Source: an optimization exercise on an open RTL-to-GDS flow (aim: small area, a short achievable clock period and few clock cycles per item). Production flows keep margins and buffers that such runs may drop.
In this exercise RTL edits were held to simulation tests only and were not proved equivalent to the original.
No activity file was given, so power comes from the tool's default toggle rates.

==> design.v <==
module sfd_rx (
    input  wire        clk,
    input  wire        rst,
    input  wire        rx_valid,
    input  wire        rx_eof,
    input  wire [7:0]  rx_byte,
    output wire        rx_ready,
    output wire        dout_valid,
    output wire [7:0]  dout_byte,
    input  wire        dout_ready,
    output wire        ctl_valid,
    output wire [15:0] ctl_seq,
    output wire [7:0]  ctl_op,
    output wire [7:0]  ctl_dest,
    output wire [7:0]  ctl_byte,
    output wire        ctl_last,
    input  wire        ctl_ready,
    output wire        tx_valid,
    output wire [7:0]  tx_byte,
    input  wire        tx_ready,
    output wire        anom_opc,
    output wire        anom_eof,
    output wire        irq
);
    localparam [7:0] MARKER       = 8'h1B;
    localparam [7:0] LIT_SENTINEL = 8'h1C;
    localparam [7:0] OP_DATA      = 8'h44;
    localparam [7:0] OP_ACK       = 8'h41;
    localparam [7:0] ACK_DEST     = 8'h00;
    localparam [1:0] RH = 2'd0;   
    localparam [1:0] RP = 2'd1;   
    localparam [1:0] RD = 2'd2;   
    localparam [1:0] DS_NORMAL = 2'd0;
    localparam [1:0] DS_SAW1   = 2'd1;
    localparam [1:0] DS_SAW2   = 2'd2;
    function in_catalog(input [7:0] op);
        case (op)
            8'h01, 8'h02, 8'h10, 8'h11, 8'h12, 8'h13, 8'h14, 8'h15,
            8'h16, 8'h17, 8'h18, 8'h20, 8'h21, 8'h22, 8'h23,
            OP_ACK, OP_DATA: in_catalog = 1'b1;
            default:         in_catalog = 1'b0;
        endcase
    endfunction
    reg  [1:0]  fsm;
    reg  [1:0]  match;
    reg  [2:0]  pcount;
    reg  [7:0]  pbuf [0:5];
    reg  [7:0]  hdr_rsv;
    reg  [15:0] hdr_seq;
    reg  [7:0]  hdr_op;
    reg  [7:0]  hdr_dest;
    reg  [15:0] hdr_len;
    reg  [15:0] dcount;
    reg  [1:0]  ds;
    reg         rx_live;
    reg         opc_flag;
    reg         eof_flag;
    reg  [7:0]  dq_mem [0:3];
    reg  [1:0]  dq_rd;
    reg  [1:0]  dq_wr;
    reg  [2:0]  dq_cnt;
    reg  [40:0] cq_mem [0:1];
    reg         cq_rd;
    reg         cq_wr;
    reg  [1:0]  cq_cnt;
    reg  [31:0] aq_mem [0:3];
    reg  [1:0]  aq_rd;
    reg  [1:0]  aq_wr;
    reg  [2:0]  aq_cnt;
    wire        rd_data  = (fsm == RD) && (hdr_op == OP_DATA);
    wire        rd_ctrl  = (fsm == RD) && (hdr_op != OP_DATA);
    wire [15:0] dcount_n = dcount + 16'd1;
    wire        pkt_end  = (dcount_n == hdr_len);
    reg  [1:0]  dq_need;
    always @(*) begin
        dq_need = 2'd0;
        if (fsm == RP && pcount == 3'd6)
            dq_need = ds;
        else if (rd_data)
            dq_need = (ds == DS_NORMAL) ? 2'd1 : 2'd2;
    end
    wire dq_ok = ({1'b0, dq_need} + dq_cnt) <= 3'd4;
    wire cq_ok = !rd_ctrl || (cq_cnt != 2'd2);
    wire aq_ok = !(rd_data && pkt_end) || (aq_cnt != 3'd4);
    assign rx_ready = rx_live && dq_ok && cq_ok && aq_ok;
    wire fire     = rx_valid && rx_ready;
    wire fire_eof = fire && rx_eof;
    wire fire_b   = fire && !rx_eof;
    wire [7:0] b  = rx_byte;
    reg  [1:0]  dq_push_n;
    reg  [7:0]  dq_w0;
    reg  [7:0]  dq_w1;
    reg         cq_push;
    reg         aq_push;
    always @(*) begin
        dq_push_n = 2'd0;
        dq_w0     = MARKER;
        dq_w1     = MARKER;
        cq_push   = 1'b0;
        aq_push   = 1'b0;
        if (fire_b) begin
            case (fsm)
                RP: if (pcount == 3'd6) dq_push_n = ds;   
                RD: begin
                    if (hdr_op == OP_DATA) begin
                        case (ds)
                            DS_NORMAL: if (b != MARKER) begin
                                dq_push_n = 2'd1;
                                dq_w0     = b;
                            end
                            DS_SAW1: if (b != MARKER) begin
                                dq_push_n = 2'd2;
                                dq_w1     = b;
                            end
                            default: if (b == LIT_SENTINEL) dq_push_n = 2'd2;
                        endcase
                        aq_push = pkt_end;
                    end else begin
                        cq_push = 1'b1;
                    end
                end
                default: ;
            endcase
        end
    end
    integer i;
    always @(posedge clk) begin
        if (rst) begin
            fsm      <= RH;
            match    <= 2'd0;
            pcount   <= 3'd0;
            for (i = 0; i < 6; i = i + 1) pbuf[i] <= 8'h00;
            hdr_rsv  <= 8'h00;
            hdr_seq  <= 16'h0000;
            hdr_op   <= 8'h00;
            hdr_dest <= 8'h00;
            hdr_len  <= 16'h0000;
            dcount   <= 16'h0000;
            ds       <= DS_NORMAL;
            rx_live  <= 1'b1;
            opc_flag <= 1'b0;
            eof_flag <= 1'b0;
        end else if (fire_eof) begin
            rx_live  <= 1'b0;
            eof_flag <= 1'b1;
        end else if (fire_b) begin
            case (fsm)
                RH: begin
                    if (b == MARKER) begin
                        if (match == 2'd2) begin
                            match  <= 2'd0;
                            pcount <= 3'd0;
                            fsm    <= RP;
                        end else begin
                            match <= match + 2'd1;
                        end
                    end else begin
                        match <= 2'd0;
                    end
                end
                RP: begin
                    if (pcount != 3'd6) begin
                        pbuf[pcount] <= b;
                        pcount       <= pcount + 3'd1;
                    end else begin
                        hdr_rsv  <= pbuf[0];
                        hdr_seq  <= {pbuf[1], pbuf[2]};
                        hdr_op   <= pbuf[3];
                        hdr_dest <= pbuf[4];
                        hdr_len  <= {pbuf[5], b};
                        pcount   <= 3'd0;
                        ds       <= DS_NORMAL;
                        if (!in_catalog(pbuf[3]))
                            opc_flag <= 1'b1;
                        if ({pbuf[5], b} == 16'h0000) begin
                            fsm <= RH;
                        end else begin
                            fsm    <= RD;
                            dcount <= 16'h0000;
                        end
                    end
                end
                RD: begin
                    if (hdr_op == OP_DATA) begin
                        case (ds)
                            DS_NORMAL: ds <= (b == MARKER) ? DS_SAW1 : DS_NORMAL;
                            DS_SAW1:   ds <= (b == MARKER) ? DS_SAW2 : DS_NORMAL;
                            default:   ds <= DS_NORMAL;
                        endcase
                    end
                    if (pkt_end) begin
                        fsm    <= RH;
                        dcount <= 16'h0000;
                    end else begin
                        dcount <= dcount_n;
                    end
                end
                default: fsm <= RH;
            endcase
        end
    end
    wire dq_pop = dout_valid && dout_ready;
    always @(posedge clk) begin
        if (rst) begin
            dq_rd  <= 2'd0;
            dq_wr  <= 2'd0;
            dq_cnt <= 3'd0;
            for (i = 0; i < 4; i = i + 1) dq_mem[i] <= 8'h00;
        end else begin
            if (dq_push_n != 2'd0) dq_mem[dq_wr]         <= dq_w0;
            if (dq_push_n == 2'd2) dq_mem[dq_wr + 2'd1]  <= dq_w1;
            dq_wr  <= dq_wr + dq_push_n;
            dq_rd  <= dq_rd + {1'b0, dq_pop};
            dq_cnt <= dq_cnt + {1'b0, dq_push_n} - {2'b00, dq_pop};
        end
    end
    assign dout_valid = (dq_cnt != 3'd0);
    assign dout_byte  = dq_mem[dq_rd];
    wire cq_pop = ctl_valid && ctl_ready;
    always @(posedge clk) begin
        if (rst) begin
            cq_rd  <= 1'b0;
            cq_wr  <= 1'b0;
            cq_cnt <= 2'd0;
            cq_mem[0] <= 41'd0;
            cq_mem[1] <= 41'd0;
        end else begin
            if (cq_push) cq_mem[cq_wr] <= {hdr_seq, hdr_op, hdr_dest, b, pkt_end};
            cq_wr  <= cq_wr ^ cq_push;
            cq_rd  <= cq_rd ^ cq_pop;
            cq_cnt <= cq_cnt + {1'b0, cq_push} - {1'b0, cq_pop};
        end
    end
    assign ctl_valid = (cq_cnt != 2'd0);
    assign {ctl_seq, ctl_op, ctl_dest, ctl_byte, ctl_last} = cq_mem[cq_rd];
    reg  tx_busy;
    wire aq_pop = !tx_busy && (aq_cnt != 3'd0);
    always @(posedge clk) begin
        if (rst) begin
            aq_rd  <= 2'd0;
            aq_wr  <= 2'd0;
            aq_cnt <= 3'd0;
            for (i = 0; i < 4; i = i + 1) aq_mem[i] <= 32'd0;
        end else begin
            if (aq_push) aq_mem[aq_wr] <= {hdr_seq, hdr_len};
            aq_wr  <= aq_wr + {1'b0, aq_push};
            aq_rd  <= aq_rd + {1'b0, aq_pop};
            aq_cnt <= aq_cnt + {2'b00, aq_push} - {2'b00, aq_pop};
        end
    end
    reg  [3:0]  tx_idx;
    reg  [15:0] tx_seq;
    reg  [15:0] ack_seq;
    reg  [15:0] ack_len;
    reg  [7:0]  tx_mux;
    always @(*) begin
        case (tx_idx)
            4'd0, 4'd1, 4'd2: tx_mux = MARKER;
            4'd3:  tx_mux = 8'h00;             
            4'd4:  tx_mux = tx_seq[15:8];
            4'd5:  tx_mux = tx_seq[7:0];
            4'd6:  tx_mux = OP_ACK;
            4'd7:  tx_mux = ACK_DEST;
            4'd8:  tx_mux = 8'h00;             
            4'd9:  tx_mux = 8'h04;             
            4'd10: tx_mux = ack_seq[15:8];
            4'd11: tx_mux = ack_seq[7:0];
            4'd12: tx_mux = ack_len[15:8];
            default: tx_mux = ack_len[7:0];
        endcase
    end
    always @(posedge clk) begin
        if (rst) begin
            tx_busy <= 1'b0;
            tx_idx  <= 4'd0;
            tx_seq  <= 16'h0000;
            ack_seq <= 16'h0000;
            ack_len <= 16'h0000;
        end else if (!tx_busy) begin
            if (aq_pop) begin
                tx_busy <= 1'b1;
                tx_idx  <= 4'd0;
                {ack_seq, ack_len} <= aq_mem[aq_rd];
            end
        end else if (tx_ready) begin
            if (tx_idx == 4'd13) begin
                tx_busy <= 1'b0;
                tx_idx  <= 4'd0;
                tx_seq  <= (tx_seq == 16'hFFFE) ? 16'h0000 : tx_seq + 16'd1;
            end else begin
                tx_idx <= tx_idx + 4'd1;
            end
        end
    end
    assign tx_valid = tx_busy;
    assign tx_byte  = tx_mux;
    assign anom_opc = opc_flag;
    assign anom_eof = eof_flag;
    assign irq      = opc_flag | eof_flag;
endmodule
==> run.sh <==
#!/bin/bash
# synth_recipe.tcl (not shown) runs the flow's synth.tcl, then flattens the netlist and writes it again
# the make line also repeats each setting of config.mk as NAME=value (left out here)
make -C /OpenROAD-flow-scripts/flow DESIGN_CONFIG=/design/flow/config.mk WORK_HOME=/design/flow/orfs CLKGATE_MAP_FILE= SYNTH_SCRIPT=/design/flow/synth_recipe.tcl finish
==> config.mk <==
export PLATFORM = sky130hd
export DESIGN_NAME = sfd_rx
export DESIGN_NICKNAME = sfd_rx
export VERILOG_FILES = /design/flow/design.v
export SDC_FILE = /design/flow/constraint.sdc
export NUM_CORES = 4
export LEC_CHECK = 0
export CAP_MARGIN = 20
export CORE_MARGIN = 2
export CORE_UTILIZATION = 40
export PLACE_DENSITY = 0.6
export SLEW_MARGIN = 20
==> constraint.sdc <==
create_clock -name core_clock -period 6.0 [get_ports {clk}]
set_input_delay 1.2000 -clock core_clock [delete_from_list [all_inputs] [get_ports {clk}]]
set_output_delay 1.2000 -clock core_clock [all_outputs]
set_load 0.01 [all_outputs]
==> summary.txt <==
metrics by stage:
stage	setup WS (ns)	utilization
global placement	0.540	0.432
CTS	0.454	0.465
finish	0.710	0.465
global route	0.263	0.465
floorplan	0.120	-
detailed placement	0.469	0.433
power by group through the flow:
stage | clock (mW) | combinational [mW] | sequential (mW)
after floorplan | 0 | 0.888 | 3.48
after global placement | 0 | 1.28 | 3.56
after detailed placement | 0 | 1.29 | 3.56
after CTS | 2.96 | 1.30 | 3.50
after global routing | 3.08 | 1.40 | 3.52
final | 2.91 | 1.27 | 3.50
area by class of cell:
class,count,area (sq um)
flip-flops and latches,429,11400
inverters,28,105
well taps,664,831
fillers,4420,26100
multi-input cells,1176,7710
repair buffers,113,1060
clock buffers,69,1360
clock inverters,14,189
cell usage after synthesis (26+ instances only):
| cell type | instances |
|---|---|
| nand3_1 | 32 |
| and3_1 | 48 |
| o21ai_0 | 42 |
| inv_1 | 27 |
| nor2_1 | 107 |
| a21oi_1 | 110 |
| mux2_2 | 45 |
| nor4_1 | 26 |
| clkbuf_1 | 86 |
| nand2_1 | 245 |
| dfxtp_1 | 147 |
| xnor2_1 | 31 |
| and2_1 | 190 |
| edfxtp_1 | 282 |
| mux4_2 | 40 |
| nor3_1 | 33 |
flip-flops by register name, indices dropped and copies added, names as in the netlist, 3 cells and up:
name and count:
dcount 16, dq_mem 32, hdr_len 16, aq_cnt 3, pcount 3, hdr_seq 16, hdr_dest 8, ack_len 16
ack_seq 16, dq_cnt 3, tx_idx 4, hdr_op 8, aq_mem 128, pbuf 40, cq_mem 82, tx_seq 16
placed cells by master, fill, tap and decap left out, types with 26 or more instances in the layout:
master           instances
inv_1                   27
mux4_2                  40
and3_1                  48
mux2_2                  45
clkdlybuf4s50_1         77
a21oi_1                110
and2_1                 190
edfxtp_1               282
nor4_1                  26
dfxtp_1                145
buf_4                   35
nor3_1                  31
nand3_1                 31
nor2_1                 106
clkbuf_16               47
xnor2_1                 31
nand2_1                245
o21ai_0                 40
critical path: cells and delay by family, from the launching register on:
family                     cells  cell delay [ns]
buffers and inverters          1             0.49
and+or+nand+nor                5             2.06
AOI/OAI and AO/OA              1             0.13
DFF                            1             0.46
adders and majority gates      1             0.35
worst max path at each step:
stage	start	to	slack [ns]
finish	dcount[0]$_SDFFE_PP0P_	rx_ready	0.71
floorplan	hdr_op[3]$_SDFFE_PP0P_	aq_mem[3][0]$_DFFE_PP_	0.12
global placement	fsm[1]$_SDFFE_PP0P_	aq_cnt[2]$_SDFF_PP0_	0.54
detailed placement	fsm[1]$_SDFFE_PP0P_	aq_cnt[2]$_SDFF_PP0_	0.47
CTS	fsm[1]$_SDFFE_PP0P_	aq_cnt[2]$_SDFF_PP0_	0.45
global route	fsm[1]$_SDFFE_PP0P_	aq_cnt[2]$_SDFF_PP0_	0.26
routing by layer:
layer | track usage | up-vias | part of all wire
met4 | 0.0598 | 0 | 0.024
met5 | 0 | - | 0
li1 | - | 6373 | -
met1 | 0.265 | 6581 | 0.45
met3 | 0.0251 | 78 | 0.043
met2 | 0.317 | 320 | 0.48
cells by family (layout without fill, tap and decap cells):
logic type      after synthesis  in the layout  share of synthesized area
compound gates              235            235                     0.0735
simple gates                783            783                      0.206
flops                       429            429                      0.579
fa+ha+maj                    21             21                     0.0145
xor+xnor                     45             45                     0.0200
mux                          92             92                     0.0750
buf+inv                     148            224                     0.0318
==> results.cfg <==
[synth]
ys_seq_elements = 429
yosysWarnings = 1
synth_area_leaders = edfxtp_1 43%, dfxtp_1 15%, and2_1 6.0%
yosys.area.top_type = edfxtp_1
synth.avg_cell_area_sq_um = 11.2
syn_inst = 1753
syn-cell-area_sq_mm = 0.0197
ys_async_sr_fraction = 0
synth_cell_types = 77
seq_area_frac_synth = 0.579
synthFlopType = edfxtp_1
synth_edf_count = 282
synth_top_area_share = 0.430
synthesis.nets = 1789

[power_and_ir_drop]
cellPowerDensity_mw_per_mm2 = 339
p_sw_mw = 1.97
power_frac_clock = 0.379
comb_power_share = 0.166
leakage_nw = 7.75
seqPwrFrac = 0.456
irDropWorstVdd_mv = 0.224
p_int_mw = 5.70
swShare = 0.257
power_mw = 7.67

[clock_network]
cts_max_level = 2
cts.clk_slew.worst_paths_ns = 0.06
cts_hold_buffers = 0
postCtsSetupBuffers = 0
clkLatencyLatePin_ns = 0.58
cts_made_buffers = 45
cts.sinks = 429
clockBufferDepth = 3
cts_resized = 0
cts_tree = built
root_buffer = clkbuf_16

[route]
wl_um = 48300
drtIter0Drc = 1154
via_per_inst = 5.36
routed-via-count = 13400
drtPass1Iterations = 5
avgRoutedWirePerCell_um = 19.4
ant_nets = 0
drc = 0

[global_routing]
antenna_found_initial = 0
grtUsageTotal = 0.193
grt_pass1_vias = 13200
grt_max_degree = 79
grt_pass1_wl_um = 76400
grt_overflow_total = 0

[timing]
period_needed_ns = 5.29
hold_viol = 0
slew_headroom = 0.279
fmax_mhz = 189
worst_clock_skew_ns = 0.0139
rsz0062_at_grt = false
slew_viol_final = 0
worst_pin_slew_ns = 1.07
fin_crit_sh = 0.882
fin_tns_setup_ns = 0
timing.hold.ws_ns = 0.455
setup-violations-final = 0

[worst_setup_path]
r2r_cells = 20
path_cells = ha_1 -> nand3_2 -> nor4_2 -> o22ai_1 -> nor4_1 -> nand4_1 -> nor3b_1 -> clkdlybuf4s50_1
regToRegSetupSlack_ns = 0.74
critical_path_arrival_ns = 4.09
critPathKind = flop to primary output
cp_max_fo = 12
crit_path_max_incr_delay_ns = 0.62
crit_path_start_kind = flop
slowest_stage = nor4_2
cp_data_required_time_ns = 4.80
end_kind = primary output
reg2reg_to = aq_cnt[2]$_SDFF_PP0_
r2r-start = fsm[1]$_SDFFE_PP0P_

[floorplanning]
rows = 81
die_width_um = 226
pin_count = 79
core_sq_mm = 0.0487
die_h_um = 226
start_util = 0.404
dieArea_sq_mm = 0.0511

[cells_and_area]
area_growth_pct = 15.0
finish.net_count = 1829
postLayoutCellArea_sq_mm = 0.0227
drive_above_1_share = 0.124
stdcell_count = 2493
antenna_cells_inserted = 0

[worst_hold_path]
whs_endpoint = ack_seq[14]$_SDFFE_PP0P_
hp-start = ack_seq[14]$_SDFFE_PP0P_
whs_path_depth = 2
hp-class = flop to flop

[placed_design]
port_buffers = 78
dp_hpwl_um = 31900
postPlaceCellArea_sq_mm = 0.0211
place_inst = 2410
place.gp.congestion = 0.937

[run_status]
status = timing/DRC/antenna clean

[job]
max_cap_violations = 0
Testbench counts, summed over its fixed seeds: cycles 35,194, bytes 35,116.

## re-timing with driven ports
In the flow no input, the clock included, has a driving cell. The finished layout below was timed again as built, in two steps.
Step 1 (the two cells are an assumption about what drives the block):
set clk [get_ports {clk}]
set_driving_cell -lib_cell sky130_fd_sc_hd__clkbuf_16 $clk
set_driving_cell -lib_cell sky130_fd_sc_hd__buf_2 [delete_from_list [all_inputs] $clk]
Step 2 adds t to the input delays and takes it off the output delays; t is the mean of the earliest and latest rising clock arrival at the registers after step 1. Input paths then give back, and output paths get back, about the clock's delay inside the block.
a / b / c = no drivers / after step 1 / after step 2; a / b = the first two.
t (ns): 0.625
slack for setup (ns): 0.710 / 0.655 / 0.745
worst hold slack (ns): 0.455 / 0.455 / 0.455
pins driven straight from the clock port: 1
After both steps setup and hold are still met in this run. The setup slack of this run moves by -0.055 ns with the drivers and by +0.035 ns with both steps.
